Background: an optimization exercise with open tools, aiming at small area, a short achievable clock period and few clock cycles. Do not read the settings as production practice. At most, simulation tests tie the RTL to the original design; equivalence was not proved. Power is estimated from default activity; no workload was simulated.

## pluto_rx
module pluto_rx (
    input  wire        clk,
    input  wire        rst,
    input  wire        cmd_valid,
    output wire        cmd_ready,
    input  wire [7:0]  cmd,
    input  wire        in_valid,
    output wire        in_ready,
    input  wire [7:0]  in_data,
    input  wire [3:0]  in_nbits,
    input  wire        in_last,
    output reg         out_valid,
    output reg  [7:0]  out_byte,
    output reg         rsp_valid,
    output wire [3:0]  rsp_status,
    output reg  [2:0]  rsp_sub,
    output reg  [31:0] rsp_value
);
    localparam [1:0] OP_CRC = 2'd0, OP_DEC = 2'd1, OP_FIND = 2'd2, OP_ILL = 2'd3;
    localparam [1:0] ST_OK = 2'd0, ST_NONE = 2'd1, ST_ILLEGAL = 2'd2;
    localparam [31:0] MAX_LEN = 32'd50_000_000;
    function [31:0] crc_byte(input [31:0] c, input [7:0] d);
        integer k;
        reg [31:0] r;
        begin
            r = c ^ {24'd0, d};
            for (k = 0; k < 8; k = k + 1)
                r = r[0] ? ((r >> 1) ^ 32'hEDB88320) : (r >> 1);
            crc_byte = r;
        end
    endfunction
  ...
Size: about 2600 cells after synthesis, about 430 flip-flops, about 76 I/O pins, roughly 22000 µm² of cells after synthesis.
clock: 10.0 ns
lec_check: 0
abc_area: 1
cap_margin: 20
core_margin: 2
core_utilization: 65
cts_cluster_diameter: 90
cts_cluster_size: 24
slew_margin: 20
standard.sh (not shown) runs the stock make flow with config.mk's settings and CLKGATE_MAP_FILE= SYNTH_SCRIPT=/design/flow/synth_recipe.tcl, a recipe that flattens the netlist after the stock synthesis.
==> flow/flow/run.sh <==
#!/bin/bash
# The standard layout (standard.sh), with timing repair aimed at a 3 ns
# clock (setup margin 7 ns at the 10 ns constraint), plain buf_2 cells as
# the port buffers, and no separate adder-cell mapping in synthesis (ABC maps
# the adders with the rest of the logic). Full tool output is in standard.log.
set -e
bash standard.sh SETUP_SLACK_MARGIN=7 ADDER_MAP_FILE= \
    BUFFER_PORTS_ARGS="-buffer_cell sky130_fd_sc_hd__buf_2" finish > standard.log 2>&1
The starting point passed the timing, design-rule and antenna checks.
Testbench counts at the start, summed over its fixed seeds: cycles 38,315.
Edit:
==> flow/flow/run.sh (replaced) <==
#!/bin/bash
# The standard layout (standard.sh), with timing repair aimed at a 3.1 ns
# clock (setup margin 6.9 ns at the 10 ns constraint), plain buf_2 cells as
# the port buffers, and no separate adder-cell mapping in synthesis (ABC maps
# the adders with the rest of the logic). Full tool output is in standard.log.
set -e
bash standard.sh SETUP_SLACK_MARGIN=6.9 ADDER_MAP_FILE= \
    BUFFER_PORTS_ARGS="-buffer_cell sky130_fd_sc_hd__buf_2" finish > standard.log 2>&1
Result: Die area does not change. Cell count barely changes. First-iteration DRC count fell by 11%. Setup slack hardly moves. Fmax is about the same. Design area falls by 0.79%.

## MS
Another version of the RTL of pluto_rx (not shown whole).
For scale: roughly 500 flip-flops, roughly 76 I/O pins, ~29000 sq um of cells after synthesis.
make LEC_CHECK=0 CAP_MARGIN=20 CORE_MARGIN=2 CORE_UTILIZATION=40 SETUP_SLACK_MARGIN=5 SLEW_MARGIN=20 finish   # period 10.0 ns
run.sh (not shown) runs the stock make flow with config.mk's settings and CLKGATE_MAP_FILE= SYNTH_SCRIPT=/design/flow/synth_recipe.tcl, a recipe that flattens the netlist after the stock synthesis.
Stock flow here: none of the scripts above is used.
MS: done, clean on timing, DRC and antenna
Input changes introduced in JK (baseline for comparison: MS):
==> flow/flow/run.sh (new file) <==
#!/bin/bash
# The standard layout (standard.sh), with timing repair aimed at a 3.5 ns
# clock (setup margin 6.5 ns at the 10 ns constraint) and plain buf_2 cells as
# the port buffers. Full tool output is kept in standard.log.
set -e
bash standard.sh SETUP_SLACK_MARGIN=6.5 \
    BUFFER_PORTS_ARGS="-buffer_cell sky130_fd_sc_hd__buf_2" finish > standard.log 2>&1
==> flow/standard.sh (new file) <==
#!/bin/bash
# synth_recipe.tcl (not shown) runs the flow's synth.tcl, then flattens the netlist and writes it again
# the make line also repeats each setting of config.mk as NAME=value (left out here)
make -C /OpenROAD-flow-scripts/flow DESIGN_CONFIG=/design/flow/config.mk WORK_HOME=/design/flow/orfs CLKGATE_MAP_FILE= SYNTH_SCRIPT=/design/flow/synth_recipe.tcl "${@:-finish}"
--- a/flow/config.mk
+++ b/flow/config.mk
@@ -10,2 +10 @@
-export CORE_UTILIZATION = 40
-export SETUP_SLACK_MARGIN = 5
+export CORE_UTILIZATION = 55
removed: flow/run.sh
## What came out
- Comparing MS against JK, there is no change at all in register bit count reported by yosys.
- JK vs. MS: final standard cell count with taps included and fillers excluded went down by 3.9%.
- JK -> MS: hold slack flat
Function was not checked in any run of this note: the RTL went through the layout flow alone.

== v6 ==
Another version of the RTL of pluto_rx (not shown whole).
Size in the first run: about 76 I/O pins, about 0.023 mm^2 of cells after synthesis.
export LEC_CHECK = 0
export ABC_AREA = 1
export CAP_MARGIN = 20
export CORE_MARGIN = 2
export CORE_UTILIZATION = 55
export SLEW_MARGIN = 20
create_clock -name core_clock -period 10.0 [get_ports {clk}]
standard.sh (not shown) runs the stock make flow with config.mk's settings and CLKGATE_MAP_FILE= SYNTH_SCRIPT=/design/flow/synth_recipe.tcl, a recipe that flattens the netlist after the stock synthesis.
==> flow/flow/run.sh <==
#!/bin/bash
# The standard layout (standard.sh), with timing repair aimed at a 3.2 ns
# clock (setup margin 6.8 ns at the 10 ns constraint), plain buf_2 cells as
# the port buffers, and no separate adder-cell mapping in synthesis (ABC maps
# the adders with the rest of the logic). Full tool output is in standard.log.
set -e
bash standard.sh SETUP_SLACK_MARGIN=6.8 ADDER_MAP_FILE= \
    BUFFER_PORTS_ARGS="-buffer_cell sky130_fd_sc_hd__buf_2" finish > standard.log 2>&1
Every stage of the flow completed for v6, and the final layout passed the timing, design-rule and antenna checks.
Inputs modified between v6 and v7:
Settings: CTS_CLUSTER_DIAMETER: unset -> 90; CTS_CLUSTER_SIZE: unset -> 24.
==> comparison <==
- [compare] base=v6 new=v7: worst setup slack now larger; area growth from synthesis to layout now smaller.
- Re total number of nets in the final design: v6 and v7 aren't equal, and the higher value belongs to v6.
- | global-route total usage across every layer | v7 vs v6 | 0.62 points lower |
- Changes observed in v7 relative to v6: design area went down by 860 um^2; proportion of power drawn by combinational gates went up by 1.3 points; count of non-filler cells in the finished layout went down by about 1.1%; aggregate global routing overflow was more or less identical; core utilization went down by 2.1 points.
- Routed wire length (lower): v7
No run of this note included a check of the RTL's function; only the layout flow was run.

Another version of the RTL of pluto_rx (not shown whole).
Size: about 430 flip-flops, ~76 I/O pins, about 22000 um2 of cells after synthesis.
==> flow/config.mk <==
export PLATFORM = sky130hd
export DESIGN_NAME = pluto_rx
export DESIGN_NICKNAME = pluto_rx
export VERILOG_FILES = /design/flow/design.v
export SDC_FILE = /design/flow/constraint.sdc
export NUM_CORES = 4
export LEC_CHECK = 0
export ABC_AREA = 1
export CAP_MARGIN = 20
export CORE_MARGIN = 2
export CORE_UTILIZATION = 72
export CTS_CLUSTER_DIAMETER = 90
export CTS_CLUSTER_SIZE = 24
export SLEW_MARGIN = 20
==> flow/constraint.sdc <==
create_clock -name core_clock -period 10.0 [get_ports {clk}]
set_input_delay 2.0000 -clock core_clock [delete_from_list [all_inputs] [get_ports {clk}]]
set_output_delay 2.0000 -clock core_clock [all_outputs]
set_load 0.01 [all_outputs]
Scripts as last shown in full above: flow/flow/run.sh
Testbench counts at the start, summed over its fixed seeds: cycles 38,315.
Next try:
CORE_UTILIZATION = 55   (was 72)
Effect: Setup slack gains 0.010 ns; register-to-register slack is better by 0.11 ns; count of clock-buffer cells in the layout increases by 2; final area rose slightly; via count goes down by a few percent; cell count rose by a few percent.

## build 41
Another version of the RTL of pluto_rx (not shown whole).
Size in the first run: about 490 flip-flops, about 0.024 mm^2 of cells after synthesis.
==> flow/design.v (excerpt) <==
module pluto_rx (
    input  wire        clk,
    input  wire        rst,
    input  wire        cmd_valid,
    output wire        cmd_ready,
    input  wire [7:0]  cmd,
    input  wire        in_valid,
    output wire        in_ready,
    input  wire [7:0]  in_data,
    input  wire [3:0]  in_nbits,
    input  wire        in_last,
    output reg         out_valid,
    output reg  [7:0]  out_byte,
    output reg         rsp_valid,
    output wire [3:0]  rsp_status,
    output reg  [2:0]  rsp_sub,
    output reg  [31:0] rsp_value
);
==> flow/config.mk <==
export PLATFORM = sky130hd
export DESIGN_NAME = pluto_rx
export DESIGN_NICKNAME = pluto_rx
export VERILOG_FILES = /design/flow/design.v
export SDC_FILE = /design/flow/constraint.sdc
export NUM_CORES = 4
export LEC_CHECK = 0
export ABC_AREA = 1
export CAP_MARGIN = 20
export CORE_MARGIN = 2
export CORE_UTILIZATION = 65
export SLEW_MARGIN = 20
==> flow/constraint.sdc <==
create_clock -name core_clock -period 10.0 [get_ports {clk}]
set_input_delay 2.0000 -clock core_clock [delete_from_list [all_inputs] [get_ports {clk}]]
set_output_delay 2.0000 -clock core_clock [all_outputs]
set_load 0.01 [all_outputs]
Scripts as last shown in full above: flow/flow/run.sh
Testbench counts of build 41, summed over its fixed seeds: cycles 38,315.
Edits applied to the flow inputs when going from build 41 to build 92:
Settings: CORE_UTILIZATION changed from 65 to 55.
==> flow/flow/run.sh <==
#!/bin/bash
# The standard layout (standard.sh), with timing repair aimed at a 3.5 ns
# clock (setup margin 6.5 ns at the 10 ns constraint), plain buf_2 cells as
# the port buffers, and no separate adder-cell mapping in synthesis (ABC maps
# the adders with the rest of the logic). Full tool output is in standard.log.
set -e
bash standard.sh SETUP_SLACK_MARGIN=6.5 ADDER_MAP_FILE= \
    BUFFER_PORTS_ARGS="-buffer_cell sky130_fd_sc_hd__buf_2" finish > standard.log 2>&1
- Build 92 | status: complete | timing, DRC, antenna: pass
- Capturing instance or port of the critical path: rsp_value[13] -> build 41, t1_s[13] -> build 92
- Combined flip-flop and latch cell area of build 41 is on par with build 92.
- Build 92 vs build 41: cell count up in build 92
- Re total routed wire length on the met1 layer: build 41 and build 92 aren't equal, and the lower value belongs to build 41.
- A critical path's slowest cell of dfxtp_1 is what build 41 shows, while edfxtp_1 belongs to build 92.
- Build 92 vs. build 41: number of cells on the worst reg-to-reg path rose 14, final critical delay including setup and external delays +87 ps, total number of vias now smaller, inserted tap cell count increased 25%.
### build 92 -> build 79
Settings: CTS_CLUSTER_DIAMETER: unset -> 90; CTS_CLUSTER_SIZE: unset -> 24.
==> flow/flow/run.sh <==
#!/bin/bash
# The standard layout (standard.sh), with timing repair aimed at a 3.2 ns
# clock (setup margin 6.8 ns at the 10 ns constraint), plain buf_2 cells as
# the port buffers, and no separate adder-cell mapping in synthesis (ABC maps
# the adders with the rest of the logic). Full tool output is in standard.log.
set -e
bash standard.sh SETUP_SLACK_MARGIN=6.8 ADDER_MAP_FILE= \
    BUFFER_PORTS_ARGS="-buffer_cell sky130_fd_sc_hd__buf_2" finish > standard.log 2>&1
[summary]
Build 79: PASS, flow complete, no timing, DRC or antenna violations. Going from build 92 to build 79, the number of clock-tree buffers in the layout was found to have gone down by 29. Of the two values seen for endpoint of the worst setup timing path, t1_s[13] was produced by build 92 and rsp_value[12] by build 79. Re ratio of cells with drive above 1 in the final layout: build 79 and build 92 aren't equal, and the higher value belongs to build 79. In build 79, part of the cycle the worst path needs is lower than in build 92. Reported for build 79 and build 92, global routing met2 resource utilization turned out identical to the last digit. Diff build 92..build 79 | total combinational power | negligible. When build 79 is measured against build 92, its cell depth of the worst setup path turns out 18 lower. Global-route total usage across every layer ended up 0.77 points lower on build 79 than on build 92. Static leakage power went down by a few percent going from build 92 to build 79. [build 79] initial antenna violation count rose 2 relative to build 92. Compare build 79 and build 92 | clock period minus final worst setup slack higher: build 92.
Here is what was changed in the inputs of build 20 compared with build 79.
Settings: clearing CTS_CLUSTER_DIAMETER, which used to be 90; clearing CTS_CLUSTER_SIZE, which used to be 24.
==> flow/flow/run.sh <==
#!/bin/bash
# The standard layout (standard.sh), with timing repair aimed at a 3 ns
# clock (setup margin 7 ns at the 10 ns constraint), plain buf_2 cells as
# the port buffers, and no separate adder-cell mapping in synthesis (ABC maps
# the adders with the rest of the logic). Full tool output is in standard.log.
set -e
bash standard.sh SETUP_SLACK_MARGIN=7 ADDER_MAP_FILE= \
    BUFFER_PORTS_ARGS="-buffer_cell sky130_fd_sc_hd__buf_2" finish > standard.log 2>&1
### Flow results
Build 20 does worse than build 79 on total power.
Compared with build 79, in build 20 via count climbed about 2%; cell count climbed 2.3%; number of gates on the worst path with buffers counted climbed 1.
Going from build 79 to build 20, final worst slack went up 48 ps; maximum ir drop on the vdd rail increased by 0.0000055 V relative to the old numbers; switching part of the total power now smaller; routed wire length shows an increase of 2.9%.
Compare build 20 and build 79 | worst path buffer plus inverter count lower: build 79

## what the ideal ports hide
No port has a modelled driver above. Below, the same layouts with a new extraction and two added sets of constraints.
Step 1, drivers: a clkbuf_16 drives clk and a buf_2 each remaining input, both assumed.
Step 2 times the ports against the registers' clock, not the clock port: input delays grow and output delays shrink by t, the midpoint of the rising clock arrivals with the driver on.
Three values: ideal ports, drivers, drivers and shift; two values: the first two.
run | shift t [ns] | slack for setup (ns) | worst slew at a driven data input, ns | pins driven straight from the clock port
the first run of note 1 | 0.610 | 6.926 / 6.866 / 6.938 | 0.03 | 1
the second run of note 1 | 0.611 | 6.925 / 6.871 / 6.907 | 0.04 | 1
MS | 0.683 | 5.275 / 5.275 / 5.275 | 0.03 | 1
JK | 0.667 | 5.812 / 5.812 / 5.812 | 0.03 | 1
v6 | 0.647 | 6.835 / 6.776 / 6.597 | 0.06 | 1
v7 | 0.633 | 6.842 / 6.782 / 6.653 | 0.05 | 1
the first run of note 4 | 0.617 | 6.811 / 6.754 / 6.656 | 0.03 | 1
the second run of note 4 | 0.631 | 6.821 / 6.765 / 6.577 | 0.06 | 1
build 41 | 0.647 | 6.840 / 6.787 / 6.892 | 0.04 | 1
build 92 | 0.653 | 6.752 / 6.728 / 6.752 | 0.06 | 1
build 79 | 0.659 | 6.835 / 6.776 / 6.859 | 0.06 | 1
build 20 | 0.653 | 6.884 / 6.826 / 6.849 | 0.06 | 1
After both steps every run listed still meets setup and hold. For the second run of note 4, which loses most, drivers alone change the setup slack by -0.056 ns; drivers and shift together by -0.244 ns.
